What follows belongs to an exercise in optimizing a design on an open flow for small area, a short achievable clock period and few clock cycles per item; a production flow would make more cautious choices. RTL that was checked went through simulation tests only; none was proved equivalent to the original. Only the layout flow was run in run 2; the RTL was not checked for function there.

==> flow/design.v (outline; a module is shown in full before it is edited, if it fits) <==
// module bsm_xfade: 193 lines
// module xf_mul: 687 lines
// module xf_add: 30 lines
module bsm_xfade (
    input  wire        clk,
    input  wire        rst,
    input  wire        cmd_valid,
    output wire        cmd_ready,
    input  wire [11:0] cmd_len,
    input  wire        in_valid,
    output wire        in_ready,
    input  wire [15:0] in_dst,
    input  wire [15:0] in_src,
    output wire        out_valid,
    input  wire        out_ready,
    output wire [15:0] out_data
);
  // ...
==> flow/flow/run.sh <==
#!/bin/bash
# The standard layout (the standard.sh: standard synthesis and ORFS
# from floorplan to finish), with the ports buffered by the smallest
# buffer instead of the delay buffer buffer_ports picks by default.
set -euo pipefail
export BUFFER_PORTS_ARGS="-buffer_cell sky130_fd_sc_hd__buf_1"
bash standard.sh > standard.log 2>&1
==> flow/standard.sh <==
#!/bin/bash
# synth_recipe.tcl (not shown) runs the flow's synth.tcl, then flattens the netlist and writes it again
# the make line also repeats each setting of config.mk as NAME=value (left out here)
make -C /OpenROAD-flow-scripts/flow DESIGN_CONFIG=/design/flow/config.mk WORK_HOME=/design/flow/orfs CLKGATE_MAP_FILE= SYNTH_SCRIPT=/design/flow/synth_recipe.tcl "${@:-finish}"
==> flow/config.mk <==
export PLATFORM = sky130hd
export DESIGN_NAME = bsm_xfade
export DESIGN_NICKNAME = bsm_xfade
export VERILOG_FILES = /design/flow/design.v
export SDC_FILE = /design/flow/constraint.sdc
export NUM_CORES = 4
export LEC_CHECK = 0
export CAP_MARGIN = 5
export CORE_MARGIN = 2
export CORE_UTILIZATION = 40
export PLACE_DENSITY = 0.6
export SETUP_SLACK_MARGIN = 5
export SLEW_MARGIN = 5
==> flow/constraint.sdc <==
create_clock -name core_clock -period 10.0 [get_ports {clk}]
set_input_delay 2.0000 -clock core_clock [delete_from_list [all_inputs] [get_ports {clk}]]
set_output_delay 2.0000 -clock core_clock [all_outputs]
set_load 0.01 [all_outputs]
==> flow_summary.toml, run 1 <==
[status]
run_status = "finished clean"

[setup_path]
timing_startpoint_of_the_critical_path = "dlA[1]"
worstSetupPathType = "register to register"
r2r-start = "dlA[1]"
critical_path_data_required_time_ps = 10240
arrival_ps = 5140
crit_chain = "buf_12 > ha_4 > buf_4 > a22oi_1 > xnor2_1 > fa_2 > fa_2 > fa_1 > fa_1 > fa_1 > inv_1 > ha_1 > a21o_1 > xor2_1 > nor3_2"

[sta]
finalCritPeriodShare_pct = 49.0
rsz0062_at_grt = "yes"
max_clock_freq_mhz = 204
tns_ps = 0
layout_setup_ws_ps = 5100

[synth]
synth_warnings = 7
ys_seq_elements = 198
asyncSetResetFlopFracSynth_pct = 0
synth_simple_gate_area_share_pct = 9.47
synth_top_flop_cell = "sky130_fd_sc_hd__edfxtp_1"
post_synth_fa_ha_maj_area_fraction_pct = 30.1

[floorplan]
top_level_ports = 68
row_count = 86

[placed_design]
gpl.final_weighted_congestion = 0.889
detailedPlace.worstSlack_ps = 3910

[finish]
clock_area_share_pct = 2.39
number_of_antenna_repair_diodes = 0
utilization_pct = 45.5

[min_path]
hold_path.startpoint = "q[28]"
worstHoldPathType = "register to register"
worst_hold_path.endpoint = "q[28]"

[global_routing]
grt_first_pass_wirelength_um = 92200

[clock_tree]
cts_hold_buffers = 0
tritoncts = "yes"

[drt]
route.top_layer_used = "met4"

[flow_run]
max-cap-violations = 0
Testbench counts, summed over its fixed seeds: cycles 40,550, items 38,279.
==> module bsm_xfade, before the edit <==
module bsm_xfade (
    input  wire        clk,
    input  wire        rst,
    input  wire        cmd_valid,
    output wire        cmd_ready,
    input  wire [11:0] cmd_len,
    input  wire        in_valid,
    output wire        in_ready,
    input  wire [15:0] in_dst,
    input  wire [15:0] in_src,
    output wire        out_valid,
    input  wire        out_ready,
    output wire [15:0] out_data
);
    localparam F   = 29;              
    localparam CT  = 14;            
    localparam K   = 2;               
    localparam W   = F + 16 - CT;     
    localparam WL  = F - CT;          
    reg        active;    
    reg        dz;        
    reg        first;     
    reg        rdy_r;     
    reg        full_r;    
    reg        nq;        
    reg        vA, vB;    
    reg [10:0] dv;        
    reg [11:0] pr;        
    reg [F:0]  q;         
    reg [3:0]  dcnt;      
    reg        dfirst;    
    reg        qv;        
    reg [F-1:0] x;        
    reg [11:0]  u;        
    reg         second;   
    wire cmd_fire = cmd_valid && !active;
    wire [10:0] dnew = cmd_len[10:0] - 11'd1;
    wire hit      = qv && (dnew == dv);         
    wire in_fire  = in_valid && in_ready;
    wire pop      = out_ready && nq;
    wire nq_pop   = nq && !pop;
    wire stallB   = vB && nq_pop;              
    wire stallA   = vA && stallB;              
    wire moveB    = vB && !stallB;
    assign cmd_ready = !active;
    assign in_ready  = rdy_r && (!full_r || out_ready);
    wire [11:0] dr [0:K];
    wire [K-1:0] qb;
    assign dr[0] = pr;
    genvar gj;
    generate
        for (gj = 0; gj < K; gj = gj + 1) begin : g_div
            wire [11:0] tw = {dr[gj][10:0], dfirst && (gj == 0)};
            assign dr[gj+1] = dr[gj][11] ? tw + {1'b0, dv} : tw - {1'b0, dv};
            assign qb[K-1-gj] = !dr[gj+1][11];
        end
    endgenerate
    wire [11:0]  pd;
    wire         pd_co;
    xf_add #(12) u_pd (.a(pr), .b({1'b0, dv} ^ {12{!pr[11]}}), .ci(!pr[11]),
                       .s(pd), .co(pd_co));
    wire [11:0]  rr  = pr[11] ? pd : pr;                     
    wire [11:0]  rmd = pr[11] ? pr : pd;                     
    wire         cu  = !second && !u[11];
    wire [11:0]  un;
    wire         un_co;
    xf_add #(12) u_un (.a(second ? rmd : u), .b(cu ? rmd : rr), .ci(1'b0),
                       .s(un), .co(un_co));
    wire [F:0]   xs;
    wire         xs_co;
    xf_add #(F+1) u_xs (.a({1'b0, x}), .b(q), .ci(cu), .s(xs), .co(xs_co));
    wire         ovf = xs[F] | xs_co;      
    wire [F-1:0] xn  = ovf ? {F{1'b1}} : xs[F-1:0];
    wire         last = first ? dz : ovf;
    wire [16:0] dl_in;
    wire        dl_co;
    xf_add #(17) u_dl (.a({in_dst[15], in_dst}), .b(~{in_src[15], in_src}), .ci(1'b1),
                       .s(dl_in), .co(dl_co));
    reg [16:0] dlA;
    reg [15:0] sA;
    wire [W-1:0] ra, rb;
    xf_mul u_mul (.dl(dlA), .x(x), .s(sA), .ra(ra), .rb(rb));
    wire [WL-1:0] lp = ra[WL-1:0] ^ rb[WL-1:0];
    wire [WL-1:0] lt = ra[WL-1:0] | rb[WL-1:0];
    wire [3:0]    lg, lpp;
    wire [3:0]    s0, s1, s2;
    wire [2:0]    s3;
    xf_add #(4) u_g0 (.a(ra[3:0]),   .b(rb[3:0]),   .ci(1'b0), .s(s0), .co(lg[0]));
    xf_add #(4) u_g1 (.a(ra[7:4]),   .b(rb[7:4]),   .ci(1'b0), .s(s1), .co(lg[1]));
    xf_add #(4) u_g2 (.a(ra[11:8]),  .b(rb[11:8]),  .ci(1'b0), .s(s2), .co(lg[2]));
    xf_add #(3) u_g3 (.a(ra[14:12]), .b(rb[14:12]), .ci(1'b0), .s(s3), .co(lg[3]));
    assign lpp = {&lp[14:12], &lp[11:8], &lp[7:4], &lp[3:0]};
    wire          c11 = lg[0];    
    wire          zl  = (lp[WL-11] == c11) && (lp[WL-1:WL-10] == lt[WL-2:WL-11]);
    reg  [15:0]   raB, rbB;
    reg           zB;
    reg  [3:0]    gB;
    reg  [3:1]    pB;
    wire [15:0]  hi;
    wire         hi_co;
    wire         cB  = gB[3] | pB[3] & (gB[2] | pB[2] & (gB[1] | pB[1] & gB[0]));
    xf_add #(16) u_y (.a(raB), .b(rbB), .ci(cB), .s(hi), .co(hi_co));
    wire         zi  = zB;
    wire [15:0]  res;
    wire         res_co;
    xf_add #(16) u_res (.a(hi), .b(16'd0), .ci(hi[15] & ~zi), .s(res), .co(res_co));
    reg [15:0] e0;
    assign out_valid = nq;
    assign out_data  = e0;
    wire       nq_nx  = nq_pop || moveB;
    wire       vA_nx  = in_fire || stallA;
    wire       vB_nx  = (vA && !stallB) || stallB;
    always @(posedge clk) begin
        if (moveB)
            e0 <= res;
        if (!stallB) begin
            raB <= ra[W-1:WL];
            rbB <= rb[W-1:WL];
            zB  <= zl;
            gB  <= lg;
            pB  <= lpp[3:1];
        end
        if (!stallA) begin
            dlA <= dl_in;
            sA  <= in_src;
        end
        if (dcnt != 4'd0) begin
            dcnt <= dcnt - 4'd1;
            pr   <= dr[K];
            q    <= {q[F-K:0], qb};
        end
        dfirst <= 1'b0;
        if (cmd_fire && !hit) begin
            dv <= dnew;
            q  <= {(F+1){1'b0}};
            if (cmd_len > 12'd1024) begin
                dcnt <= 4'd10; pr <= 12'd512;
            end else if (cmd_len > 12'd256) begin
                dcnt <= 4'd11; pr <= 12'd128;
            end else if (cmd_len > 12'd64) begin
                dcnt <= 4'd12; pr <= 12'd32;
            end else if (cmd_len > 12'd16) begin
                dcnt <= 4'd13; pr <= 12'd8;
            end else if (cmd_len > 12'd4) begin
                dcnt <= 4'd14; pr <= 12'd2;
            end else begin
                dcnt <= 4'd15; pr <= 12'd0; dfirst <= 1'b1;
            end
        end
        if (in_fire) begin
            second <= first;
            if (first) begin
                x <= {F{1'b0}};
            end else begin
                x <= xn;
                u <= un;
            end
        end
        if (rst) begin
            active <= 1'b0;
            first  <= 1'b0;
            rdy_r  <= 1'b0;
            nq     <= 1'b0;
            full_r <= 1'b0;
            vA     <= 1'b0;
            vB     <= 1'b0;
            dcnt   <= 4'd0;
            qv     <= 1'b0;
        end else begin
            nq <= nq_nx;
            vA <= vA_nx;
            vB <= vB_nx;
            full_r <= nq_nx && vA_nx && vB_nx;
            if (cmd_fire && !hit)
                qv <= 1'b0;
            else if (dcnt == 4'd1)
                qv <= 1'b1;
            if (cmd_fire) begin
                active <= (cmd_len != 12'd0);
                dz     <= (cmd_len == 12'd1);
                first  <= 1'b1;
                rdy_r  <= (cmd_len != 12'd0);
            end else begin
                if (in_fire) begin
                    first  <= 1'b0;
                    active <= !last;
                end
                rdy_r <= active && !(in_fire && last)
                         && ((first && !in_fire) || (dcnt == 4'd0) || (dcnt == 4'd1));
            end
        end
    end
endmodule
==> inputs of run 2 (changes only) <==
--- a/flow/design.v
+++ b/flow/design.v
@@ -52,4 +52,5 @@
         for (gj = 0; gj < K; gj = gj + 1) begin : g_div
-            wire [11:0] tw = {dr[gj][10:0], dfirst && (gj == 0)};
-            assign dr[gj+1] = dr[gj][11] ? tw + {1'b0, dv} : tw - {1'b0, dv};
+            wire sub = !dr[gj][11];
+            assign dr[gj+1] = {dr[gj][10:0], dfirst && (gj == 0)}
+                              + ({1'b0, dv} ^ {12{sub}}) + {11'd0, sub};
             assign qb[K-1-gj] = !dr[gj+1][11];
@@ -92,6 +93,5 @@
     assign lpp = {&lp[14:12], &lp[11:8], &lp[7:4], &lp[3:0]};
-    wire          c11 = lg[0];    
-    wire          zl  = (lp[WL-11] == c11) && (lp[WL-1:WL-10] == lt[WL-2:WL-11]);
+    wire          zl  = (lp[WL-1:WL-10] == lt[WL-2:WL-11]);
     reg  [15:0]   raB, rbB;
-    reg           zB;
+    reg           zB, p11B;
     reg  [3:0]    gB;
@@ -102,3 +102,3 @@
     xf_add #(16) u_y (.a(raB), .b(rbB), .ci(cB), .s(hi), .co(hi_co));
-    wire         zi  = zB;
+    wire         zi  = zB && (p11B == gB[0]);
     wire [15:0]  res;
@@ -119,2 +119,3 @@
             zB  <= zl;
+            p11B <= lp[WL-11];
             gB  <= lg;
@@ -201,2 +202,3 @@
     wire [17:-1] db = {dl[16], dl, 1'b0};
+    wire nsg = ~dl[16];
     wire [29:-1] xe = {1'b0, x, 1'b0};
@@ -206,3 +208,2 @@
     wire nneg0 = ~neg0;
-    wire p0_14 = ((one0 & xe[14]) | (two0 & xe[13])) ^ neg0;
     wire p0_15 = ((one0 & xe[15]) | (two0 & xe[14])) ^ neg0;
@@ -226,3 +227,2 @@
     wire nneg1 = ~neg1;
-    wire p1_12 = ((one1 & xe[12]) | (two1 & xe[11])) ^ neg1;
     wire p1_13 = ((one1 & xe[13]) | (two1 & xe[12])) ^ neg1;
@@ -248,3 +248,2 @@
     wire nneg2 = ~neg2;
-    wire p2_10 = ((one2 & xe[10]) | (two2 & xe[9])) ^ neg2;
     wire p2_11 = ((one2 & xe[11]) | (two2 & xe[10])) ^ neg2;
@@ -272,3 +271,2 @@
     wire nneg3 = ~neg3;
-    wire p3_8 = ((one3 & xe[8]) | (two3 & xe[7])) ^ neg3;
     wire p3_9 = ((one3 & xe[9]) | (two3 & xe[8])) ^ neg3;
@@ -452,427 +450,624 @@
     wire s1, c2;
-    assign {c2, s1} = p0_14 + p1_12;
+    assign s1 = p0_16 ^ p1_14 ^ p2_12;
+    assign c2 = (p0_16 & p1_14) | (p0_16 & p2_12) | (p1_14 & p2_12);
     wire s3, c4;
-    assign {c4, s3} = p0_15 + p1_13;
+    assign s3 = p0_17 ^ p1_15 ^ p2_13;
+    assign c4 = (p0_17 & p1_15) | (p0_17 & p2_13) | (p1_15 & p2_13);
     wire s5, c6;
-    assign {c6, s5} = p0_16 + p1_14 + p2_12;
+    assign s5 = p0_18 ^ p1_16;
+    assign c6 = p0_18 & p1_16;
     wire s7, c8;
-    assign {c8, s7} = p0_17 + p1_15 + p2_13;
+    assign s7 = p0_19 ^ p1_17;
+    assign c8 = p0_19 & p1_17;
     wire s9, c10;
-    assign {c10, s9} = p0_18 + p1_16;
+    assign s9 = p0_20 ^ p1_18;
+    assign c10 = p0_20 & p1_18;
     wire s11, c12;
-    assign {c12, s11} = p0_19 + p1_17;
+    assign s11 = p0_21 ^ p1_19;
+    assign c12 = p0_21 & p1_19;
     wire s13, c14;
-    assign {c14, s13} = p0_20 + p1_18;
+    assign s13 = p0_22 ^ p1_20;
+    assign c14 = p0_22 & p1_20;
     wire s15, c16;
-    assign {c16, s15} = p0_21 + p1_19;
+    assign s15 = p0_23 ^ p1_21;
+    assign c16 = p0_23 & p1_21;
     wire s17, c18;
-    assign {c18, s17} = p0_22 + p1_20;
+    assign s17 = p0_24 ^ p1_22;
+    assign c18 = p0_24 & p1_22;
     wire s19, c20;
-    assign {c20, s19} = p0_23 + p1_21;
+    assign s19 = p0_25 ^ p1_23;
+    assign c20 = p0_25 & p1_23;
     wire s21, c22;
-    assign {c22, s21} = p0_24 + p1_22;
+    assign s21 = p0_26 ^ p1_24;
+    assign c22 = p0_26 & p1_24;
     wire s23, c24;
-    assign {c24, s23} = p0_25 + p1_23;
+    assign s23 = p0_27 ^ p1_25;
+    assign c24 = p0_27 & p1_25;
     wire s25, c26;
-    assign {c26, s25} = p0_26 + p1_24;
+    assign s25 = p0_28 ^ p1_26;
+    assign c26 = p0_28 & p1_26;
     wire s27, c28;
-    assign {c28, s27} = p0_27 + p1_25;
+    assign s27 = p0_29 ^ p1_27 ^ p2_25;
+    assign c28 = (p0_29 & p1_27) | (p0_29 & p2_25) | (p1_27 & p2_25);
     wire s29, c30;
-    assign {c30, s29} = p0_28 + p1_26;
+    assign s29 = nneg0 ^ p1_28 ^ p2_26;
+    assign c30 = (nneg0 & p1_28) | (nneg0 & p2_26) | (p1_28 & p2_26);
     wire s31, c32;
-    assign {c32, s31} = p0_29 + p1_27 + p2_25;
+    assign s31 = p3_24 ^ p4_22;
+    assign c32 = p3_24 & p4_22;
     wire s33, c34;
-    assign {c34, s33} = nneg0 + p1_28 + p2_26;
+    assign s33 = p1_29 ^ p2_27 ^ p3_25;
+    assign c34 = (p1_29 & p2_27) | (p1_29 & p3_25) | (p2_27 & p3_25);
     wire s35, c36;
-    assign {c36, s35} = p3_24 + p4_22;
+    assign s35 = p4_23 ^ p5_21;
+    assign c36 = p4_23 & p5_21;
     wire s37, c38;
-    assign {c38, s37} = p1_29 + p2_27 + p3_25;
+    assign s37 = nneg1 ^ p2_28 ^ p3_26;
+    assign c38 = (nneg1 & p2_28) | (nneg1 & p3_26) | (p2_28 & p3_26);
     wire s39, c40;
-    assign {c40, s39} = p4_23 + p5_21;
+    assign s39 = p2_29 ^ p3_27;
+    assign c40 = p2_29 & p3_27;
     wire s41, c42;
-    assign {c42, s41} = nneg1 + p2_28 + p3_26;
+    assign s41 = p0_15 ^ p1_13 ^ p2_11;
+    assign c42 = (p0_15 & p1_13) | (p0_15 & p2_11) | (p1_13 & p2_11);
     wire s43, c44;
-    assign {c44, s43} = p2_29 + p3_27;
+    assign s43 = p3_9 ^ p4_7;
+    assign c44 = p3_9 & p4_7;
     wire s45, c46;
-    assign {c46, s45} = s1 + p2_10 + p3_8;
+    assign s45 = s1 ^ p3_10 ^ p4_8;
+    assign c46 = (s1 & p3_10) | (s1 & p4_8) | (p3_10 & p4_8);
     wire s47, c48;
-    assign {c48, s47} = p4_6 + p5_4;
+    assign s47 = p5_6 ^ p6_4 ^ p7_2;
+    assign c48 = (p5_6 & p6_4) | (p5_6 & p7_2) | (p6_4 & p7_2);
     wire s49, c50;
-    assign {c50, s49} = c2 + s3 + p2_11;
+    assign s49 = p8_0 ^ neg8;
+    assign c50 = p8_0 & neg8;
     wire s51, c52;
-    assign {c52, s51} = p3_9 + p4_7 + p5_5;
+    assign s51 = c2 ^ s3 ^ p3_11;
+    assign c52 = (c2 & s3) | (c2 & p3_11) | (s3 & p3_11);
     wire s53, c54;
-    assign {c54, s53} = p6_3 + p7_1;
+    assign s53 = p4_9 ^ p5_7 ^ p6_5;
+    assign c54 = (p4_9 & p5_7) | (p4_9 & p6_5) | (p5_7 & p6_5);
     wire s55, c56;
-    assign {c56, s55} = c4 + s5 + p3_10;
+    assign s55 = p7_3 ^ p8_1 ^ 1'b1;
+    assign c56 = (p7_3 & p8_1) | (p7_3 & 1'b1) | (p8_1 & 1'b1);
     wire s57, c58;
-    assign {c58, s57} = p4_8 + p5_6 + p6_4;
+    assign s57 = c4 ^ s5 ^ p2_14;
+    assign c58 = (c4 & s5) | (c4 & p2_14) | (s5 & p2_14);
     wire s59, c60;
-    assign {c60, s59} = p7_2 + p8_0 + neg8;
+    assign s59 = p3_12 ^ p4_10 ^ p5_8;
+    assign c60 = (p3_12 & p4_10) | (p3_12 & p5_8) | (p4_10 & p5_8);
     wire s61, c62;
-    assign {c62, s61} = c6 + s7 + p3_11;
+    assign s61 = p6_6 ^ p7_4 ^ p8_2;
+    assign c62 = (p6_6 & p7_4) | (p6_6 & p8_2) | (p7_4 & p8_2);
     wire s63, c64;
-    assign {c64, s63} = p4_9 + p5_7 + p6_5;
+    assign s63 = c6 ^ s7 ^ p2_15;
+    assign c64 = (c6 & s7) | (c6 & p2_15) | (s7 & p2_15);
     wire s65, c66;
-    assign {c66, s65} = p7_3 + p8_1 + 1'b1;
+    assign s65 = p3_13 ^ p4_11 ^ p5_9;
+    assign c66 = (p3_13 & p4_11) | (p3_13 & p5_9) | (p4_11 & p5_9);
     wire s67, c68;
-    assign {c68, s67} = c8 + s9 + p2_14;
+    assign s67 = p6_7 ^ p7_5 ^ p8_3;
+    assign c68 = (p6_7 & p7_5) | (p6_7 & p8_3) | (p7_5 & p8_3);
     wire s69, c70;
-    assign {c70, s69} = p3_12 + p4_10 + p5_8;
+    assign s69 = c8 ^ s9 ^ p2_16;
+    assign c70 = (c8 & s9) | (c8 & p2_16) | (s9 & p2_16);
     wire s71, c72;
-    assign {c72, s71} = p6_6 + p7_4 + p8_2;
+    assign s71 = p3_14 ^ p4_12 ^ p5_10;
+    assign c72 = (p3_14 & p4_12) | (p3_14 & p5_10) | (p4_12 & p5_10);
     wire s73, c74;
-    assign {c74, s73} = c10 + s11 + p2_15;
+    assign s73 = p6_8 ^ p7_6 ^ p8_4;
+    assign c74 = (p6_8 & p7_6) | (p6_8 & p8_4) | (p7_6 & p8_4);
     wire s75, c76;
-    assign {c76, s75} = p3_13 + p4_11 + p5_9;
+    assign s75 = c10 ^ s11 ^ p2_17;
+    assign c76 = (c10 & s11) | (c10 & p2_17) | (s11 & p2_17);
     wire s77, c78;
-    assign {c78, s77} = p6_7 + p7_5 + p8_3;
+    assign s77 = p3_15 ^ p4_13 ^ p5_11;
+    assign c78 = (p3_15 & p4_13) | (p3_15 & p5_11) | (p4_13 & p5_11);
     wire s79, c80;
-    assign {c80, s79} = c12 + s13 + p2_16;
+    assign s79 = p6_9 ^ p7_7 ^ p8_5;
+    assign c80 = (p6_9 & p7_7) | (p6_9 & p8_5) | (p7_7 & p8_5);
     wire s81, c82;
-    assign {c82, s81} = p3_14 + p4_12 + p5_10;
+    assign s81 = c12 ^ s13 ^ p2_18;
+    assign c82 = (c12 & s13) | (c12 & p2_18) | (s13 & p2_18);
     wire s83, c84;
-    assign {c84, s83} = p6_8 + p7_6 + p8_4;
+    assign s83 = p3_16 ^ p4_14 ^ p5_12;
+    assign c84 = (p3_16 & p4_14) | (p3_16 & p5_12) | (p4_14 & p5_12);
     wire s85, c86;
-    assign {c86, s85} = c14 + s15 + p2_17;
+    assign s85 = p6_10 ^ p7_8 ^ p8_6;
+    assign c86 = (p6_10 & p7_8) | (p6_10 & p8_6) | (p7_8 & p8_6);
     wire s87, c88;
-    assign {c88, s87} = p3_15 + p4_13 + p5_11;
+    assign s87 = c14 ^ s15 ^ p2_19;
+    assign c88 = (c14 & s15) | (c14 & p2_19) | (s15 & p2_19);
     wire s89, c90;
-    assign {c90, s89} = p6_9 + p7_7 + p8_5;
+    assign s89 = p3_17 ^ p4_15 ^ p5_13;
+    assign c90 = (p3_17 & p4_15) | (p3_17 & p5_13) | (p4_15 & p5_13);
     wire s91, c92;
-    assign {c92, s91} = c16 + s17 + p2_18;
+    assign s91 = p6_11 ^ p7_9 ^ p8_7;
+    assign c92 = (p6_11 & p7_9) | (p6_11 & p8_7) | (p7_9 & p8_7);
     wire s93, c94;
-    assign {c94, s93} = p3_16 + p4_14 + p5_12;
+    assign s93 = c16 ^ s17 ^ p2_20;
+    assign c94 = (c16 & s17) | (c16 & p2_20) | (s17 & p2_20);
     wire s95, c96;
-    assign {c96, s95} = p6_10 + p7_8 + p8_6;
+    assign s95 = p3_18 ^ p4_16 ^ p5_14;
+    assign c96 = (p3_18 & p4_16) | (p3_18 & p5_14) | (p4_16 & p5_14);
     wire s97, c98;
-    assign {c98, s97} = c18 + s19 + p2_19;
+    assign s97 = p6_12 ^ p7_10 ^ p8_8;
+    assign c98 = (p6_12 & p7_10) | (p6_12 & p8_8) | (p7_10 & p8_8);
     wire s99, c100;
-    assign {c100, s99} = p3_17 + p4_15 + p5_13;
+    assign s99 = c18 ^ s19 ^ p2_21;
+    assign c100 = (c18 & s19) | (c18 & p2_21) | (s19 & p2_21);
     wire s101, c102;
-    assign {c102, s101} = p6_11 + p7_9 + p8_7;
+    assign s101 = p3_19 ^ p4_17 ^ p5_15;
+    assign c102 = (p3_19 & p4_17) | (p3_19 & p5_15) | (p4_17 & p5_15);
     wire s103, c104;
-    assign {c104, s103} = c20 + s21 + p2_20;
+    assign s103 = p6_13 ^ p7_11 ^ p8_9;
+    assign c104 = (p6_13 & p7_11) | (p6_13 & p8_9) | (p7_11 & p8_9);
     wire s105, c106;
-    assign {c106, s105} = p3_18 + p4_16 + p5_14;
+    assign s105 = c20 ^ s21 ^ p2_22;
+    assign c106 = (c20 & s21) | (c20 & p2_22) | (s21 & p2_22);
     wire s107, c108;
-    assign {c108, s107} = p6_12 + p7_10 + p8_8;
+    assign s107 = p3_20 ^ p4_18 ^ p5_16;
+    assign c108 = (p3_20 & p4_18) | (p3_20 & p5_16) | (p4_18 & p5_16);
     wire s109, c110;
-    assign {c110, s109} = c22 + s23 + p2_21;
+    assign s109 = p6_14 ^ p7_12 ^ p8_10;
+    assign c110 = (p6_14 & p7_12) | (p6_14 & p8_10) | (p7_12 & p8_10);
     wire s111, c112;
-    assign {c112, s111} = p3_19 + p4_17 + p5_15;
+    assign s111 = c22 ^ s23 ^ p2_23;
+    assign c112 = (c22 & s23) | (c22 & p2_23) | (s23 & p2_23);
     wire s113, c114;
-    assign {c114, s113} = p6_13 + p7_11 + p8_9;
+    assign s113 = p3_21 ^ p4_19 ^ p5_17;
+    assign c114 = (p3_21 & p4_19) | (p3_21 & p5_17) | (p4_19 & p5_17);
     wire s115, c116;
-    assign {c116, s115} = c24 + s25 + p2_22;
+    assign s115 = p6_15 ^ p7_13 ^ p8_11;
+    assign c116 = (p6_15 & p7_13) | (p6_15 & p8_11) | (p7_13 & p8_11);
     wire s117, c118;
-    assign {c118, s117} = p3_20 + p4_18 + p5_16;
+    assign s117 = c24 ^ s25 ^ p2_24;
+    assign c118 = (c24 & s25) | (c24 & p2_24) | (s25 & p2_24);
     wire s119, c120;
-    assign {c120, s119} = p6_14 + p7_12 + p8_10;
+    assign s119 = p3_22 ^ p4_20 ^ p5_18;
+    assign c120 = (p3_22 & p4_20) | (p3_22 & p5_18) | (p4_20 & p5_18);
     wire s121, c122;
-    assign {c122, s121} = c26 + s27 + p2_23;
+    assign s121 = p6_16 ^ p7_14 ^ p8_12;
+    assign c122 = (p6_16 & p7_14) | (p6_16 & p8_12) | (p7_14 & p8_12);
     wire s123, c124;
-    assign {c124, s123} = p3_21 + p4_19 + p5_17;
+    assign s123 = c26 ^ s27 ^ p3_23;
+    assign c124 = (c26 & s27) | (c26 & p3_23) | (s27 & p3_23);
     wire s125, c126;
-    assign {c126, s125} = p6_15 + p7_13 + p8_11;
+    assign s125 = p4_21 ^ p5_19 ^ p6_17;
+    assign c126 = (p4_21 & p5_19) | (p4_21 & p6_17) | (p5_19 & p6_17);
     wire s127, c128;
-    assign {c128, s127} = c28 + s29 + p2_24;
+    assign s127 = p7_15 ^ p8_13 ^ s[0];
+    assign c128 = (p7_15 & p8_13) | (p7_15 & s[0]) | (p8_13 & s[0]);
     wire s129, c130;
-    assign {c130, s129} = p3_22 + p4_20 + p5_18;
+    assign s129 = c28 ^ s29 ^ s31;
+    assign c130 = (c28 & s29) | (c28 & s31) | (s29 & s31);
     wire s131, c132;
-    assign {c132, s131} = p6_16 + p7_14 + p8_12;
+    assign s131 = p5_20 ^ p6_18 ^ p7_16;
+    assign c132 = (p5_20 & p6_18) | (p5_20 & p7_16) | (p6_18 & p7_16);
     wire s133, c134;
-    assign {c134, s133} = c30 + s31 + p3_23;
+    assign s133 = p8_14 ^ s[1] ^ 1'b1;
+    assign c134 = (p8_14 & s[1]) | (p8_14 & 1'b1) | (s[1] & 1'b1);
     wire s135, c136;
-    assign {c136, s135} = p4_21 + p5_19 + p6_17;
+    assign s135 = c30 ^ c32 ^ s33;
+    assign c136 = (c30 & c32) | (c30 & s33) | (c32 & s33);
     wire s137, c138;
-    assign {c138, s137} = p7_15 + p8_13 + s[0];
+    assign s137 = s35 ^ p6_19 ^ p7_17;
+    assign c138 = (s35 & p6_19) | (s35 & p7_17) | (p6_19 & p7_17);
     wire s139, c140;
-    assign {c140, s139} = c32 + s33 + s35;
+    assign s139 = p8_15 ^ s[2] ^ 1'b1;
+    assign c140 = (p8_15 & s[2]) | (p8_15 & 1'b1) | (s[2] & 1'b1);
     wire s141, c142;
-    assign {c142, s141} = p5_20 + p6_18 + p7_16;
+    assign s141 = c34 ^ c36 ^ s37;
+    assign c142 = (c34 & c36) | (c34 & s37) | (c36 & s37);
     wire s143, c144;
-    assign {c144, s143} = p8_14 + s[1] + 1'b1;
+    assign s143 = p4_24 ^ p5_22 ^ p6_20;
+    assign c144 = (p4_24 & p5_22) | (p4_24 & p6_20) | (p5_22 & p6_20);
     wire s145, c146;
-    assign {c146, s145} = c34 + c36 + s37;
+    assign s145 = p7_18 ^ p8_16 ^ s[3];
+    assign c146 = (p7_18 & p8_16) | (p7_18 & s[3]) | (p8_16 & s[3]);
     wire s147, c148;
-    assign {c148, s147} = s39 + p6_19 + p7_17;
+    assign s147 = c38 ^ s39 ^ p4_25;
+    assign c148 = (c38 & s39) | (c38 & p4_25) | (s39 & p4_25);
     wire s149, c150;
-    assign {c150, s149} = p8_15 + s[2] + 1'b1;
+    assign s149 = p5_23 ^ p6_21 ^ p7_19;
+    assign c150 = (p5_23 & p6_21) | (p5_23 & p7_19) | (p6_21 & p7_19);
     wire s151, c152;
-    assign {c152, s151} = c38 + c40 + s41;
+    assign s151 = p8_17 ^ s[4] ^ 1'b1;
+    assign c152 = (p8_17 & s[4]) | (p8_17 & 1'b1) | (s[4] & 1'b1);
     wire s153, c154;
-    assign {c154, s153} = p4_24 + p5_22 + p6_20;
+    assign s153 = c40 ^ nneg2 ^ p3_28;
+    assign c154 = (c40 & nneg2) | (c40 & p3_28) | (nneg2 & p3_28);
     wire s155, c156;
-    assign {c156, s155} = p7_18 + p8_16 + s[3];
+    assign s155 = p4_26 ^ p5_24 ^ p6_22;
+    assign c156 = (p4_26 & p5_24) | (p4_26 & p6_22) | (p5_24 & p6_22);
     wire s157, c158;
-    assign {c158, s157} = c42 + s43 + p4_25;
+    assign s157 = p7_20 ^ p8_18 ^ s[5];
+    assign c158 = (p7_20 & p8_18) | (p7_20 & s[5]) | (p8_18 & s[5]);
     wire s159, c160;
-    assign {c160, s159} = p5_23 + p6_21 + p7_19;
+    assign s159 = p3_29 ^ p4_27 ^ p5_25;
+    assign c160 = (p3_29 & p4_27) | (p3_29 & p5_25) | (p4_27 & p5_25);
     wire s161, c162;
-    assign {c162, s161} = p8_17 + s[4] + 1'b1;
+    assign s161 = p6_23 ^ p7_21 ^ p8_19;
+    assign c162 = (p6_23 & p7_21) | (p6_23 & p8_19) | (p7_21 & p8_19);
     wire s163, c164;
-    assign {c164, s163} = c44 + nneg2 + p3_28;
+    assign s163 = s[6] ^ 1'b1;
+    assign c164 = s[6] & 1'b1;
     wire s165, c166;
-    assign {c166, s165} = p4_26 + p5_24 + p6_22;
+    assign s165 = nneg3 ^ p4_28 ^ p5_26;
+    assign c166 = (nneg3 & p4_28) | (nneg3 & p5_26) | (p4_28 & p5_26);
     wire s167, c168;
-    assign {c168, s167} = p7_20 + p8_18 + s[5];
+    assign s167 = p6_24 ^ p7_22 ^ p8_20;
+    assign c168 = (p6_24 & p7_22) | (p6_24 & p8_20) | (p7_22 & p8_20);
     wire s169, c170;
-    assign {c170, s169} = p3_29 + p4_27 + p5_25;
+    assign s169 = p4_29 ^ p5_27 ^ p6_25;
+    assign c170 = (p4_29 & p5_27) | (p4_29 & p6_25) | (p5_27 & p6_25);
     wire s171, c172;
-    assign {c172, s171} = p6_23 + p7_21 + p8_19;
+    assign s171 = p7_23 ^ p8_21;
+    assign c172 = p7_23 & p8_21;
     wire s173, c174;
-    assign {c174, s173} = s[6] + 1'b1;
+    assign s173 = nneg4 ^ p5_28 ^ p6_26;
+    assign c174 = (nneg4 & p5_28) | (nneg4 & p6_26) | (p5_28 & p6_26);
     wire s175, c176;
-    assign {c176, s175} = nneg3 + p4_28 + p5_26;
+    assign s175 = p5_29 ^ p6_27;
+    assign c176 = p5_29 & p6_27;
     wire s177, c178;
-    assign {c178, s177} = p6_24 + p7_22 + p8_20;
+    assign s177 = p4_6 ^ p5_4 ^ p6_2;
+    assign c178 = (p4_6 & p5_4) | (p4_6 & p6_2) | (p5_4 & p6_2);
     wire s179, c180;
-    assign {c180, s179} = p4_29 + p5_27 + p6_25;
+    assign s179 = s41 ^ s43 ^ p5_5;
+    assign c180 = (s41 & s43) | (s41 & p5_5) | (s43 & p5_5);
     wire s181, c182;
-    assign {c182, s181} = p7_23 + p8_21;
+    assign s181 = p6_3 ^ p7_1;
+    assign c182 = p6_3 & p7_1;
     wire s183, c184;
-    assign {c184, s183} = nneg4 + p5_28 + p6_26;
+    assign s183 = c42 ^ c44 ^ s45;
+    assign c184 = (c42 & c44) | (c42 & s45) | (c44 & s45);
     wire s185, c186;
-    assign {c186, s185} = p5_29 + p6_27;
+    assign s185 = s47 ^ s49 ^ nsg;
+    assign c186 = (s47 & s49) | (s47 & nsg) | (s49 & nsg);
     wire s187, c188;
-    assign {c188, s187} = s45 + s47 + p6_2;
+    assign s187 = c46 ^ c48 ^ c50;
+    assign c188 = (c46 & c48) | (c46 & c50) | (c48 & c50);
     wire s189, c190;
-    assign {c190, s189} = c46 + c48 + s49;
+    assign s189 = s51 ^ s53 ^ s55;
+    assign c190 = (s51 & s53) | (s51 & s55) | (s53 & s55);
     wire s191, c192;
-    assign {c192, s191} = s51 + s53;
+    assign s191 = c52 ^ c54 ^ c56;
+    assign c192 = (c52 & c54) | (c52 & c56) | (c54 & c56);
     wire s193, c194;
-    assign {c194, s193} = c50 + c52 + c54;
+    assign s193 = s57 ^ s59 ^ s61;
+    assign c194 = (s57 & s59) | (s57 & s61) | (s59 & s61);
     wire s195, c196;
-    assign {c196, s195} = s55 + s57 + s59;
+    assign s195 = c58 ^ c60 ^ c62;
+    assign c196 = (c58 & c60) | (c58 & c62) | (c60 & c62);
     wire s197, c198;
-    assign {c198, s197} = c56 + c58 + c60;
+    assign s197 = s63 ^ s65 ^ s67;
+    assign c198 = (s63 & s65) | (s63 & s67) | (s65 & s67);
     wire s199, c200;
-    assign {c200, s199} = s61 + s63 + s65;
+    assign s199 = c64 ^ c66 ^ c68;
+    assign c200 = (c64 & c66) | (c64 & c68) | (c66 & c68);
     wire s201, c202;
-    assign {c202, s201} = c62 + c64 + c66;
+    assign s201 = s69 ^ s71 ^ s73;
+    assign c202 = (s69 & s71) | (s69 & s73) | (s71 & s73);
     wire s203, c204;
-    assign {c204, s203} = s67 + s69 + s71;
+    assign s203 = c70 ^ c72 ^ c74;
+    assign c204 = (c70 & c72) | (c70 & c74) | (c72 & c74);
     wire s205, c206;
-    assign {c206, s205} = c68 + c70 + c72;
+    assign s205 = s75 ^ s77 ^ s79;
+    assign c206 = (s75 & s77) | (s75 & s79) | (s77 & s79);
     wire s207, c208;
-    assign {c208, s207} = s73 + s75 + s77;
+    assign s207 = c76 ^ c78 ^ c80;
+    assign c208 = (c76 & c78) | (c76 & c80) | (c78 & c80);
     wire s209, c210;
-    assign {c210, s209} = c74 + c76 + c78;
+    assign s209 = s81 ^ s83 ^ s85;
+    assign c210 = (s81 & s83) | (s81 & s85) | (s83 & s85);
     wire s211, c212;
-    assign {c212, s211} = s79 + s81 + s83;
+    assign s211 = c82 ^ c84 ^ c86;
+    assign c212 = (c82 & c84) | (c82 & c86) | (c84 & c86);
     wire s213, c214;
-    assign {c214, s213} = c80 + c82 + c84;
+    assign s213 = s87 ^ s89 ^ s91;
+    assign c214 = (s87 & s89) | (s87 & s91) | (s89 & s91);
     wire s215, c216;
-    assign {c216, s215} = s85 + s87 + s89;
+    assign s215 = c88 ^ c90 ^ c92;
+    assign c216 = (c88 & c90) | (c88 & c92) | (c90 & c92);
     wire s217, c218;
-    assign {c218, s217} = c86 + c88 + c90;
+    assign s217 = s93 ^ s95 ^ s97;
+    assign c218 = (s93 & s95) | (s93 & s97) | (s95 & s97);
     wire s219, c220;
-    assign {c220, s219} = s91 + s93 + s95;
+    assign s219 = c94 ^ c96 ^ c98;
+    assign c220 = (c94 & c96) | (c94 & c98) | (c96 & c98);
     wire s221, c222;
-    assign {c222, s221} = c92 + c94 + c96;
+    assign s221 = s99 ^ s101 ^ s103;
+    assign c222 = (s99 & s101) | (s99 & s103) | (s101 & s103);
     wire s223, c224;
-    assign {c224, s223} = s97 + s99 + s101;
+    assign s223 = c100 ^ c102 ^ c104;
+    assign c224 = (c100 & c102) | (c100 & c104) | (c102 & c104);
     wire s225, c226;
-    assign {c226, s225} = c98 + c100 + c102;
+    assign s225 = s105 ^ s107 ^ s109;
+    assign c226 = (s105 & s107) | (s105 & s109) | (s107 & s109);
     wire s227, c228;
-    assign {c228, s227} = s103 + s105 + s107;
+    assign s227 = c106 ^ c108 ^ c110;
+    assign c228 = (c106 & c108) | (c106 & c110) | (c108 & c110);
     wire s229, c230;
-    assign {c230, s229} = c104 + c106 + c108;
+    assign s229 = s111 ^ s113 ^ s115;
+    assign c230 = (s111 & s113) | (s111 & s115) | (s113 & s115);
     wire s231, c232;
-    assign {c232, s231} = s109 + s111 + s113;
+    assign s231 = c112 ^ c114 ^ c116;
+    assign c232 = (c112 & c114) | (c112 & c116) | (c114 & c116);
     wire s233, c234;
-    assign {c234, s233} = c110 + c112 + c114;
+    assign s233 = s117 ^ s119 ^ s121;
+    assign c234 = (s117 & s119) | (s117 & s121) | (s119 & s121);
     wire s235, c236;
-    assign {c236, s235} = s115 + s117 + s119;
+    assign s235 = c118 ^ c120 ^ c122;
+    assign c236 = (c118 & c120) | (c118 & c122) | (c120 & c122);
     wire s237, c238;
-    assign {c238, s237} = c116 + c118 + c120;
+    assign s237 = s123 ^ s125 ^ s127;
+    assign c238 = (s123 & s125) | (s123 & s127) | (s125 & s127);
     wire s239, c240;
-    assign {c240, s239} = s121 + s123 + s125;
+    assign s239 = c124 ^ c126 ^ c128;
+    assign c240 = (c124 & c126) | (c124 & c128) | (c126 & c128);
     wire s241, c242;
-    assign {c242, s241} = c122 + c124 + c126;
+    assign s241 = s129 ^ s131 ^ s133;
+    assign c242 = (s129 & s131) | (s129 & s133) | (s131 & s133);
     wire s243, c244;
-    assign {c244, s243} = s127 + s129 + s131;
+    assign s243 = c130 ^ c132 ^ c134;
+    assign c244 = (c130 & c132) | (c130 & c134) | (c132 & c134);
     wire s245, c246;
-    assign {c246, s245} = c128 + c130 + c132;
+    assign s245 = s135 ^ s137 ^ s139;
+    assign c246 = (s135 & s137) | (s135 & s139) | (s137 & s139);
     wire s247, c248;
-    assign {c248, s247} = s133 + s135 + s137;
+    assign s247 = c136 ^ c138 ^ c140;
+    assign c248 = (c136 & c138) | (c136 & c140) | (c138 & c140);
     wire s249, c250;
-    assign {c250, s249} = c134 + c136 + c138;
+    assign s249 = s141 ^ s143 ^ s145;
+    assign c250 = (s141 & s143) | (s141 & s145) | (s143 & s145);
     wire s251, c252;
-    assign {c252, s251} = s139 + s141 + s143;
+    assign s251 = c142 ^ c144 ^ c146;
+    assign c252 = (c142 & c144) | (c142 & c146) | (c144 & c146);
     wire s253, c254;
-    assign {c254, s253} = c140 + c142 + c144;
+    assign s253 = s147 ^ s149 ^ s151;
+    assign c254 = (s147 & s149) | (s147 & s151) | (s149 & s151);
     wire s255, c256;
-    assign {c256, s255} = s145 + s147 + s149;
+    assign s255 = c148 ^ c150 ^ c152;
+    assign c256 = (c148 & c150) | (c148 & c152) | (c150 & c152);
     wire s257, c258;
-    assign {c258, s257} = c146 + c148 + c150;
+    assign s257 = s153 ^ s155 ^ s157;
+    assign c258 = (s153 & s155) | (s153 & s157) | (s155 & s157);
     wire s259, c260;
-    assign {c260, s259} = s151 + s153 + s155;
+    assign s259 = c154 ^ c156 ^ c158;
+    assign c260 = (c154 & c156) | (c154 & c158) | (c156 & c158);
     wire s261, c262;
-    assign {c262, s261} = c152 + c154 + c156;
+    assign s261 = s159 ^ s161 ^ s163;
+    assign c262 = (s159 & s161) | (s159 & s163) | (s161 & s163);
     wire s263, c264;
-    assign {c264, s263} = s157 + s159 + s161;
+    assign s263 = c160 ^ c162 ^ c164;
+    assign c264 = (c160 & c162) | (c160 & c164) | (c162 & c164);
     wire s265, c266;
-    assign {c266, s265} = c158 + c160 + c162;
+    assign s265 = s165 ^ s167 ^ s[7];
+    assign c266 = (s165 & s167) | (s165 & s[7]) | (s167 & s[7]);
     wire s267, c268;
-    assign {c268, s267} = s163 + s165 + s167;
+    assign s267 = c166 ^ c168 ^ s169;
+    assign c268 = (c166 & c168) | (c166 & s169) | (c168 & s169);
     wire s269, c270;
-    assign {c270, s269} = c164 + c166 + c168;
+    assign s269 = s171 ^ s[8] ^ 1'b1;
+    assign c270 = (s171 & s[8]) | (s171 & 1'b1) | (s[8] & 1'b1);
     wire s271, c272;
-    assign {c272, s271} = s169 + s171 + s173;
+    assign s271 = c170 ^ c172 ^ s173;
+    assign c272 = (c170 & c172) | (c170 & s173) | (c172 & s173);
     wire s273, c274;
-    assign {c274, s273} = c170 + c172 + c174;
+    assign s273 = p7_24 ^ p8_22 ^ s[9];
+    assign c274 = (p7_24 & p8_22) | (p7_24 & s[9]) | (p8_22 & s[9]);
     wire s275, c276;
-    assign {c276, s275} = s175 + s177 + s[7];
+    assign s275 = c174 ^ s175 ^ p7_25;
+    assign c276 = (c174 & s175) | (c174 & p7_25) | (s175 & p7_25);
     wire s277, c278;
-    assign {c278, s277} = c176 + c178 + s179;
+    assign s277 = p8_23 ^ s[10] ^ 1'b1;
+    assign c278 = (p8_23 & s[10]) | (p8_23 & 1'b1) | (s[10] & 1'b1);
     wire s279, c280;
-    assign {c280, s279} = s181 + s[8] + 1'b1;
+    assign s279 = c176 ^ nneg5 ^ p6_28;
+    assign c280 = (c176 & nneg5) | (c176 & p6_28) | (nneg5 & p6_28);
     wire s281, c282;
-    assign {c282, s281} = c180 + c182 + s183;
+    assign s281 = p7_26 ^ p8_24 ^ s[11];
+    assign c282 = (p7_26 & p8_24) | (p7_26 & s[11]) | (p8_24 & s[11]);
     wire s283, c284;
-    assign {c284, s283} = p7_24 + p8_22 + s[9];
+    assign s283 = p6_29 ^ p7_27 ^ p8_25;
+    assign c284 = (p6_29 & p7_27) | (p6_29 & p8_25) | (p7_27 & p8_25);
     wire s285, c286;
-    assign {c286, s285} = c184 + s185 + p7_25;
+    assign s285 = s[12] ^ 1'b1;
+    assign c286 = s[12] & 1'b1;
     wire s287, c288;
-    assign {c288, s287} = p8_23 + s[10] + 1'b1;
+    assign s287 = nneg6 ^ p7_28 ^ p8_26;
+    assign c288 = (nneg6 & p7_28) | (nneg6 & p8_26) | (p7_28 & p8_26);
     wire s289, c290;
-    assign {c290, s289} = c186 + nneg5 + p6_28;
+    assign s289 = p7_29 ^ p8_27;
+    assign c290 = p7_29 & p8_27;
     wire s291, c292;
-    assign {c292, s291} = p7_26 + p8_24 + s[11];
+    assign s291 = s177 ^ p7_0;
+    assign c292 = s177 & p7_0;
     wire s293, c294;
-    assign {c294, s293} = p6_29 + p7_27 + p8_25;
+    assign s293 = c178 ^ s179 ^ s181;
+    assign c294 = (c178 & s179) | (c178 & s181) | (s179 & s181);
     wire s295, c296;
-    assign {c296, s295} = s[12] + 1'b1;
+    assign s295 = c180 ^ c182 ^ s183;
+    assign c296 = (c180 & c182) | (c180 & s183) | (c182 & s183);
     wire s297, c298;
-    assign {c298, s297} = nneg6 + p7_28 + p8_26;
+    assign s297 = c184 ^ c186 ^ s187;
+    assign c298 = (c184 & c186) | (c184 & s187) | (c186 & s187);
     wire s299, c300;
-    assign {c300, s299} = p7_29 + p8_27;
+    assign s299 = c188 ^ c190 ^ s191;
+    assign c300 = (c188 & c190) | (c188 & s191) | (c190 & s191);
     wire s301, c302;
-    assign {c302, s301} = s187 + p7_0;
+    assign s301 = c192 ^ c194 ^ s195;
+    assign c302 = (c192 & c194) | (c192 & s195) | (c194 & s195);
     wire s303, c304;
-    assign {c304, s303} = c188 + s189 + s191;
+    assign s303 = c196 ^ c198 ^ s199;
+    assign c304 = (c196 & c198) | (c196 & s199) | (c198 & s199);
     wire s305, c306;
-    assign {c306, s305} = c190 + c192 + s193;
+    assign s305 = c200 ^ c202 ^ s203;
+    assign c306 = (c200 & c202) | (c200 & s203) | (c202 & s203);
     wire s307, c308;
-    assign {c308, s307} = c194 + c196 + s197;
+    assign s307 = c204 ^ c206 ^ s207;
+    assign c308 = (c204 & c206) | (c204 & s207) | (c206 & s207);
     wire s309, c310;
-    assign {c310, s309} = c198 + c200 + s201;
+    assign s309 = c208 ^ c210 ^ s211;
+    assign c310 = (c208 & c210) | (c208 & s211) | (c210 & s211);
     wire s311, c312;
-    assign {c312, s311} = c202 + c204 + s205;
+    assign s311 = c212 ^ c214 ^ s215;
+    assign c312 = (c212 & c214) | (c212 & s215) | (c214 & s215);
     wire s313, c314;
-    assign {c314, s313} = c206 + c208 + s209;
+    assign s313 = c216 ^ c218 ^ s219;
+    assign c314 = (c216 & c218) | (c216 & s219) | (c218 & s219);
     wire s315, c316;
-    assign {c316, s315} = c210 + c212 + s213;
+    assign s315 = c220 ^ c222 ^ s223;
+    assign c316 = (c220 & c222) | (c220 & s223) | (c222 & s223);
     wire s317, c318;
-    assign {c318, s317} = c214 + c216 + s217;
+    assign s317 = c224 ^ c226 ^ s227;
+    assign c318 = (c224 & c226) | (c224 & s227) | (c226 & s227);
     wire s319, c320;
-    assign {c320, s319} = c218 + c220 + s221;
+    assign s319 = c228 ^ c230 ^ s231;
+    assign c320 = (c228 & c230) | (c228 & s231) | (c230 & s231);
     wire s321, c322;
-    assign {c322, s321} = c222 + c224 + s225;
+    assign s321 = c232 ^ c234 ^ s235;
+    assign c322 = (c232 & c234) | (c232 & s235) | (c234 & s235);
     wire s323, c324;
-    assign {c324, s323} = c226 + c228 + s229;
+    assign s323 = c236 ^ c238 ^ s239;
+    assign c324 = (c236 & c238) | (c236 & s239) | (c238 & s239);
     wire s325, c326;
-    assign {c326, s325} = c230 + c232 + s233;
+    assign s325 = c240 ^ c242 ^ s243;
+    assign c326 = (c240 & c242) | (c240 & s243) | (c242 & s243);
     wire s327, c328;
-    assign {c328, s327} = c234 + c236 + s237;
+    assign s327 = c244 ^ c246 ^ s247;
+    assign c328 = (c244 & c246) | (c244 & s247) | (c246 & s247);
     wire s329, c330;
-    assign {c330, s329} = c238 + c240 + s241;
+    assign s329 = c248 ^ c250 ^ s251;
+    assign c330 = (c248 & c250) | (c248 & s251) | (c250 & s251);
     wire s331, c332;
-    assign {c332, s331} = c242 + c244 + s245;
+    assign s331 = c252 ^ c254 ^ s255;
+    assign c332 = (c252 & c254) | (c252 & s255) | (c254 & s255);
     wire s333, c334;
-    assign {c334, s333} = c246 + c248 + s249;
+    assign s333 = c256 ^ c258 ^ s259;
+    assign c334 = (c256 & c258) | (c256 & s259) | (c258 & s259);
     wire s335, c336;
-    assign {c336, s335} = c250 + c252 + s253;
+    assign s335 = c260 ^ c262 ^ s263;
+    assign c336 = (c260 & c262) | (c260 & s263) | (c262 & s263);
     wire s337, c338;
-    assign {c338, s337} = c254 + c256 + s257;
+    assign s337 = c264 ^ c266 ^ s267;
+    assign c338 = (c264 & c266) | (c264 & s267) | (c266 & s267);
     wire s339, c340;
-    assign {c340, s339} = c258 + c260 + s261;
+    assign s339 = c268 ^ c270 ^ s271;
+    assign c340 = (c268 & c270) | (c268 & s271) | (c270 & s271);
     wire s341, c342;
-    assign {c342, s341} = c262 + c264 + s265;
+    assign s341 = c272 ^ c274 ^ s275;
+    assign c342 = (c272 & c274) | (c272 & s275) | (c274 & s275);
     wire s343, c344;
-    assign {c344, s343} = c266 + c268 + s269;
+    assign s343 = c276 ^ c278 ^ s279;
+    assign c344 = (c276 & c278) | (c276 & s279) | (c278 & s279);
     wire s345, c346;
-    assign {c346, s345} = c270 + c272 + s273;
+    assign s345 = c280 ^ c282 ^ s283;
+    assign c346 = (c280 & c282) | (c280 & s283) | (c282 & s283);
     wire s347, c348;
-    assign {c348, s347} = c274 + c276 + s277;
+    assign s347 = c284 ^ c286 ^ s287;
+    assign c348 = (c284 & c286) | (c284 & s287) | (c286 & s287);
     wire s349, c350;
-    assign {c350, s349} = c278 + c280 + s281;
+    assign s349 = c288 ^ s289 ^ s[14];
+    assign c350 = (c288 & s289) | (c288 & s[14]) | (s289 & s[14]);
     wire s351, c352;
-    assign {c352, s351} = c282 + c284 + s285;
+    assign s351 = c290 ^ nneg7 ^ p8_28;
+    assign c352 = (c290 & nneg7) | (c290 & p8_28) | (nneg7 & p8_28);
     wire s353, c354;
-    assign {c354, s353} = c286 + c288 + s289;
+    assign s353 = s291 ^ neg7;
+    assign c354 = s291 & neg7;
     wire s355, c356;
-    assign {c356, s355} = c290 + c292 + s293;
+    assign s355 = c292 ^ s293 ^ 1'b1;
+    assign c356 = (c292 & s293) | (c292 & 1'b1) | (s293 & 1'b1);
     wire s357, c358;
-    assign {c358, s357} = c294 + c296 + s297;
+    assign s357 = c294 ^ s295 ^ s185;
+    assign c358 = (c294 & s295) | (c294 & s185) | (s295 & s185);
     wire s359, c360;
-    assign {c360, s359} = c298 + s299 + s[14];
+    assign s359 = c296 ^ s297 ^ s189;
+    assign c360 = (c296 & s297) | (c296 & s189) | (s297 & s189);
     wire s361, c362;
-    assign {c362, s361} = c300 + nneg7 + p8_28;
+    assign s361 = c298 ^ s299 ^ s193;
+    assign c362 = (c298 & s299) | (c298 & s193) | (s299 & s193);
     wire s363, c364;
-    assign {c364, s363} = s301 + neg7;
+    assign s363 = c300 ^ s301 ^ s197;
+    assign c364 = (c300 & s301) | (c300 & s197) | (s301 & s197);
     wire s365, c366;
-    assign {c366, s365} = c302 + s303 + 1'b1;
+    assign s365 = c302 ^ s303 ^ s201;
+    assign c366 = (c302 & s303) | (c302 & s201) | (s303 & s201);
     wire s367, c368;
-    assign {c368, s367} = c304 + s305 + s195;
+    assign s367 = c304 ^ s305 ^ s205;
+    assign c368 = (c304 & s305) | (c304 & s205) | (s305 & s205);
     wire s369, c370;
-    assign {c370, s369} = c306 + s307 + s199;
+    assign s369 = c306 ^ s307 ^ s209;
+    assign c370 = (c306 & s307) | (c306 & s209) | (s307 & s209);
     wire s371, c372;
-    assign {c372, s371} = c308 + s309 + s203;
+    assign s371 = c308 ^ s309 ^ s213;
+    assign c372 = (c308 & s309) | (c308 & s213) | (s309 & s213);
     wire s373, c374;
-    assign {c374, s373} = c310 + s311 + s207;
+    assign s373 = c310 ^ s311 ^ s217;
+    assign c374 = (c310 & s311) | (c310 & s217) | (s311 & s217);
     wire s375, c376;
-    assign {c376, s375} = c312 + s313 + s211;
+    assign s375 = c312 ^ s313 ^ s221;
+    assign c376 = (c312 & s313) | (c312 & s221) | (s313 & s221);
     wire s377, c378;
-    assign {c378, s377} = c314 + s315 + s215;
+    assign s377 = c314 ^ s315 ^ s225;
+    assign c378 = (c314 & s315) | (c314 & s225) | (s315 & s225);
     wire s379, c380;
-    assign {c380, s379} = c316 + s317 + s219;
+    assign s379 = c316 ^ s317 ^ s229;
+    assign c380 = (c316 & s317) | (c316 & s229) | (s317 & s229);
     wire s381, c382;
-    assign {c382, s381} = c318 + s319 + s223;
+    assign s381 = c318 ^ s319 ^ s233;
+    assign c382 = (c318 & s319) | (c318 & s233) | (s319 & s233);
     wire s383, c384;
-    assign {c384, s383} = c320 + s321 + s227;
+    assign s383 = c320 ^ s321 ^ s237;
+    assign c384 = (c320 & s321) | (c320 & s237) | (s321 & s237);
     wire s385, c386;
-    assign {c386, s385} = c322 + s323 + s231;
+    assign s385 = c322 ^ s323 ^ s241;
+    assign c386 = (c322 & s323) | (c322 & s241) | (s323 & s241);
     wire s387, c388;
-    assign {c388, s387} = c324 + s325 + s235;
+    assign s387 = c324 ^ s325 ^ s245;
+    assign c388 = (c324 & s325) | (c324 & s245) | (s325 & s245);
     wire s389, c390;
-    assign {c390, s389} = c326 + s327 + s239;
+    assign s389 = c326 ^ s327 ^ s249;
+    assign c390 = (c326 & s327) | (c326 & s249) | (s327 & s249);
     wire s391, c392;
-    assign {c392, s391} = c328 + s329 + s243;
+    assign s391 = c328 ^ s329 ^ s253;
+    assign c392 = (c328 & s329) | (c328 & s253) | (s329 & s253);
     wire s393, c394;
-    assign {c394, s393} = c330 + s331 + s247;
+    assign s393 = c330 ^ s331 ^ s257;
+    assign c394 = (c330 & s331) | (c330 & s257) | (s331 & s257);
     wire s395, c396;
-    assign {c396, s395} = c332 + s333 + s251;
+    assign s395 = c332 ^ s333 ^ s261;
+    assign c396 = (c332 & s333) | (c332 & s261) | (s333 & s261);
     wire s397, c398;
-    assign {c398, s397} = c334 + s335 + s255;
+    assign s397 = c334 ^ s335 ^ s265;
+    assign c398 = (c334 & s335) | (c334 & s265) | (s335 & s265);
     wire s399, c400;
-    assign {c400, s399} = c336 + s337 + s259;
+    assign s399 = c336 ^ s337 ^ s269;
+    assign c400 = (c336 & s337) | (c336 & s269) | (s337 & s269);
     wire s401, c402;
-    assign {c402, s401} = c338 + s339 + s263;
+    assign s401 = c338 ^ s339 ^ s273;
+    assign c402 = (c338 & s339) | (c338 & s273) | (s339 & s273);
     wire s403, c404;
-    assign {c404, s403} = c340 + s341 + s267;
+    assign s403 = c340 ^ s341 ^ s277;
+    assign c404 = (c340 & s341) | (c340 & s277) | (s341 & s277);
     wire s405, c406;
-    assign {c406, s405} = c342 + s343 + s271;
+    assign s405 = c342 ^ s343 ^ s281;
+    assign c406 = (c342 & s343) | (c342 & s281) | (s343 & s281);
     wire s407, c408;
-    assign {c408, s407} = c344 + s345 + s275;
+    assign s407 = c344 ^ s345 ^ s285;
+    assign c408 = (c344 & s345) | (c344 & s285) | (s345 & s285);
     wire s409, c410;
-    assign {c410, s409} = c346 + s347 + s279;
+    assign s409 = c346 ^ s347 ^ s[13];
+    assign c410 = (c346 & s347) | (c346 & s[13]) | (s347 & s[13]);
     wire s411, c412;
-    assign {c412, s411} = c348 + s349 + s283;
+    assign s411 = c348 ^ s349 ^ 1'b1;
+    assign c412 = (c348 & s349) | (c348 & 1'b1) | (s349 & 1'b1);
     wire s413, c414;
-    assign {c414, s413} = c350 + s351 + s287;
-    wire s415, c416;
-    assign {c416, s415} = c352 + s353 + s291;
-    wire s417, c418;
-    assign {c418, s417} = c354 + s355 + s295;
-    wire s419, c420;
-    assign {c420, s419} = c356 + s357 + s[13];
-    wire s421, c422;
-    assign {c422, s421} = c358 + s359 + 1'b1;
-    wire s423, c424;
-    assign {c424, s423} = c360 + s361 + s[15];
-    wire [44:0] rA = {c422, c420, c418, c416, c414, c412, c410, c408, c406, c404, c402, c400, c398, c396, c394, c392, c390, c388, c386, c384, c382, c380, c378, c376, c374, c372, c370, c368, c366, c364, s363, 1'b0, 1'b0, 1'b0, 1'b0, 1'b0, 1'b0, 1'b0, 1'b0, 1'b0, 1'b0, 1'b0, 1'b0, 1'b0, 1'b0};
-    wire [44:0] rB = {s423, s421, s419, s417, s415, s413, s411, s409, s407, s405, s403, s401, s399, s397, s395, s393, s391, s389, s387, s385, s383, s381, s379, s377, s375, s373, s371, s369, s367, s365, 1'b1, 1'b0, 1'b0, 1'b0, 1'b0, 1'b0, 1'b0, 1'b0, 1'b0, 1'b0, 1'b0, 1'b0, 1'b0, 1'b0, 1'b0};
+    assign s413 = c350 ^ s351 ^ s[15];
+    assign c414 = (c350 & s351) | (c350 & s[15]) | (s351 & s[15]);
+    wire [44:0] rA = {c412, c410, c408, c406, c404, c402, c400, c398, c396, c394, c392, c390, c388, c386, c384, c382, c380, c378, c376, c374, c372, c370, c368, c366, c364, c362, c360, c358, c356, c354, s353, 1'b0, 1'b0, 1'b0, 1'b0, 1'b0, 1'b0, 1'b0, 1'b0, 1'b0, 1'b0, 1'b0, 1'b0, 1'b0, 1'b0};
+    wire [44:0] rB = {s413, s411, s409, s407, s405, s403, s401, s399, s397, s395, s393, s391, s389, s387, s385, s383, s381, s379, s377, s375, s373, s371, s369, s367, s365, s363, s361, s359, s357, s355, 1'b1, 1'b0, 1'b0, 1'b0, 1'b0, 1'b0, 1'b0, 1'b0, 1'b0, 1'b0, 1'b0, 1'b0, 1'b0, 1'b0, 1'b0};
     assign ra = rA[44:14];
==> flow/run.sh (new file) <==
#!/bin/bash
# synth_recipe.tcl (not shown) runs the flow's synth.tcl, then flattens the netlist and writes it again
# the make line also repeats each setting of config.mk as NAME=value (left out here)
make -C /OpenROAD-flow-scripts/flow DESIGN_CONFIG=/design/flow/config.mk WORK_HOME=/design/flow/orfs CLKGATE_MAP_FILE= SYNTH_SCRIPT=/design/flow/synth_recipe.tcl finish
removed: flow/flow/run.sh
removed: flow/standard.sh
==> flow_summary.toml, run 2 <==
[setup_path]
r2r-start = "dlA[3]"
rrSetupSlack_ps = 5170
setup.worst_path.end_class = "primary output"
timing_startpoint_of_the_critical_path = "out_ready"
worstRegToRegCells = 17
critical_path_data_required_time_ps = 8000
arrival_ps = 2920
reg2reg_to = "zB"
cp_max_fo = 2
worstSetupPathType = "input port to primary output"
capture_point_of_the_worst_path = "in_ready"
kind_of_start_point_of_the_critical_path = "input port"

[finish]
drive_gt1_share_pct = 10.4
max_flop_register = "q"
area_growth_pct = 13.9
number_of_antenna_repair_diodes = 0
layout_top_registers = "q x30, x x29, dlA x17"
largest_reg_flops = 30
utilization_pct = 45.9
final_common_cell = "sky130_fd_sc_hd__inv_1"
nNetsFinal = 2754
final_cell_mix = "sky130_fd_sc_hd__inv_1, sky130_fd_sc_hd__fa_1, sky130_fd_sc_hd__ha_1"

[clock_tree]
numCtsBuffers = 17
clock_tree.htree_level_count = 4
clkSlewWorstSetupHoldPaths_ps = 70
clockBufferDepth = 2
cts_hold_buffers = 0
cts_root_buf = "sky130_fd_sc_hd__clkbuf_16"
tritoncts = "yes"
worst_skew_pair_latency_ps = 500
clock_sink_count = 199

[sta]
max-slew-margin-rel_pct = 25.2
max_clock_freq_mhz = 203
finalCritPeriodShare_pct = 49.2
worst_margin_pin_slew_ps = 1120
rsz0062_at_grt = "yes"
finalSetupViolations = 0
timing.final.hold_violations = 0
finalCriticalPeriod_ps = 4920
tns_ps = 0
slew_viol_final = 0
worst_clock_skew_ps = 12.6

[floorplan]
initial_core_util_pct = 40.3
die-height_um = 237
top_level_ports = 68
die_width_um = 237
row_count = 85
core_mm2 = 0.0537
die_area_mm2 = 0.0560

[drt]
dr_wl_met2_um = 25600
drt_pre_antenna_iters = 7
route.top_layer_used = "met4"
drtAntennaViolNets = 0
met1_length_um = 24300
drt-initial-drc-count = 1254
vias = 16000
met3_wire_len_um = 3290
drcViolationCount = 0
drt_wl_total_um = 54200
viasPerCell = 5.30
wl_per_cell_um = 17.9

[global_routing]
antenna_violations_before_repair = 0
via_count_of_the_first_global_routing_pass = 16400
grt_start_max_net_pins = 64
grt_first_pass_wirelength_um = 87000
grt_overflow = 0
grt_use_total_pct = 19.6

[placed_design]
gpl.final_weighted_congestion = 0.875
port_buffers = 67
place_hpwl_um = 39400

[synth]
netlist_instances = 2240
asyncSetResetFlopFracSynth_pct = 0
synth_top_flop_cell = "sky130_fd_sc_hd__edfxtp_1"
post_synth_main_area_contributors = "sky130_fd_sc_hd__edfxtp_1, sky130_fd_sc_hd__fa_1, sky130_fd_sc_hd__ha_1"
synth_edf_count = 156
synth.top_cells.by_count = "sky130_fd_sc_hd__inv_1, sky130_fd_sc_hd__fa_1, sky130_fd_sc_hd__ha_1"
synth_largest_type_area_fraction_pct = 21.6
postSynthNetCount = 2677
syn-cell-area_mm2 = 0.0217
post-synth-top-count-cell = "sky130_fd_sc_hd__inv_1"
synth_top_area_cell = "sky130_fd_sc_hd__edfxtp_1"
synth_cell_types = 71
ys_seq_elements = 199
synth_warnings = 7
syn-mean-instance-area_um2 = 9.67
synth_seq_area_share_pct = 25.6

[min_path]
worstHoldPathType = "register to register"

[status]
run_status = "finished clean"

[flow_run]
max-cap-violations = 0
[run 2: changes by cell type in the layout (fill, tap and decap cells not counted), sizes merged, moves of 10 or more]
| cell | delta |
|---|---|
| mux2i | -16 |
| clkdlybuf4s50 | +66 |
| o21ai | +24 |
| inv | +40 |
| nor2 | -21 |
| ha | -14 |
| or3 | -11 |
| a21o | -10 |
| buf | -55 |
| xnor2 | -12 |
[run 2: worst min path at each step]
stage | startpoint | slack [ps] | depth (start not counted) | end
2_1_floorplan | first | 410 | 0 | second
3_3_place_gp | q[28] | 460 | 2 | q[28]
3_5_place_dp | q[28] | 460 | 2 | q[28]
4_1_cts | q[28] | 470 | 2 | q[28]
5_1_grt | q[28] | 490 | 2 | q[28]
6_report | q[28] | 470 | 2 | q[28]
[run 2: kinds of logic (layout without fill, tap and decap cells)]
group           count (synthesis)  count (layout)  synth area share, %
buf+inv                       489             579                 8.59
flops                         199             199                 25.6
xor+xnor                      320             320                 13.1
simple gates                  389             389                 8.78
fa+ha+maj                     389             389                 29.9
mux                            11              11                0.543
compound gates                443             443                 13.4
[run 2: critical path, stage by stage]
cell,delay (ps)
sky130_fd_sc_hd__clkdlybuf4s50_1,480
sky130_fd_sc_hd__inv_1,60
sky130_fd_sc_hd__a21boi_2,140
sky130_fd_sc_hd__clkdlybuf4s15_2,240
[run 2: timing repair]
action                     CTS  global route
gates cloned                 0             2
pin swaps                    1            25
setup buffers               12            67
hold endpoints to repair     0             0
setup endpoints to repair   22            15
gates resized for setup     20            68
[run 2: final cells by class]
class	instances	area [um2]
clock buffer	20	458
sequential	199	5550
timing repair buffer	185	1650
fill	4974	29000
tap	696	871
inverter	362	1370
clock inverter	12	138
multi-input combinational	1552	14600
[run 2: per-stage QoR]
step           instances  hold WS (ps)  instance area (um2)  setup WS, ps
2_1_floorplan       2240           406                21700          5020
3_3_place_gp        2913           456                23000          4210
3_5_place_dp        2913           460                23000          4190
4_1_cts             2957           470                23800          5000
5_1_grt             3026           492                24700          4880
6_report            3026           465                24700          5080
[run 2: routing by layer]
metal,track usage [%],vias up
met3,3.26,77
met2,32.2,493
li1,-,7542
met4,5.47,0
met1,26.8,7925
met5,0,-

re-timing with driven ports:
The flow's constraints put no driver on any port. The routed layouts listed below were extracted and timed again, unchanged, in two steps. Step 1 (the two cells are an assumption about what drives the block):
set clk [get_ports {clk}]
set_driving_cell -lib_cell sky130_fd_sc_hd__clkbuf_16 $clk
set_driving_cell -lib_cell sky130_fd_sc_hd__buf_2 [delete_from_list [all_inputs] $clk]
Step 2 adds t to the input delays and takes it off the output delays; t is the mean of the earliest and latest rising clock arrival at the registers after step 1. Input paths then give back, and output paths get back, about the clock's delay inside the block. Slacks: no drivers / after step 1 / after step 2; pairs: no drivers / after step 1.
| run | t, ns | slack for setup (ns) | hold WS [ns] | pins driven straight from the clock port |
|---|---|---|---|---|
| run 1 | 0.553 | 5.102 / 5.102 / 4.672 | 0.476 / 0.476 / 0.476 | 1 |
| run 2 | 0.552 | 5.084 / 5.048 / 4.619 | 0.465 / 0.465 / 0.465 | 1 |
After both steps every run listed still meets setup and hold. The setup slack of run 2, which loses most, moves by -0.036 ns with the drivers and by -0.465 ns with both steps.
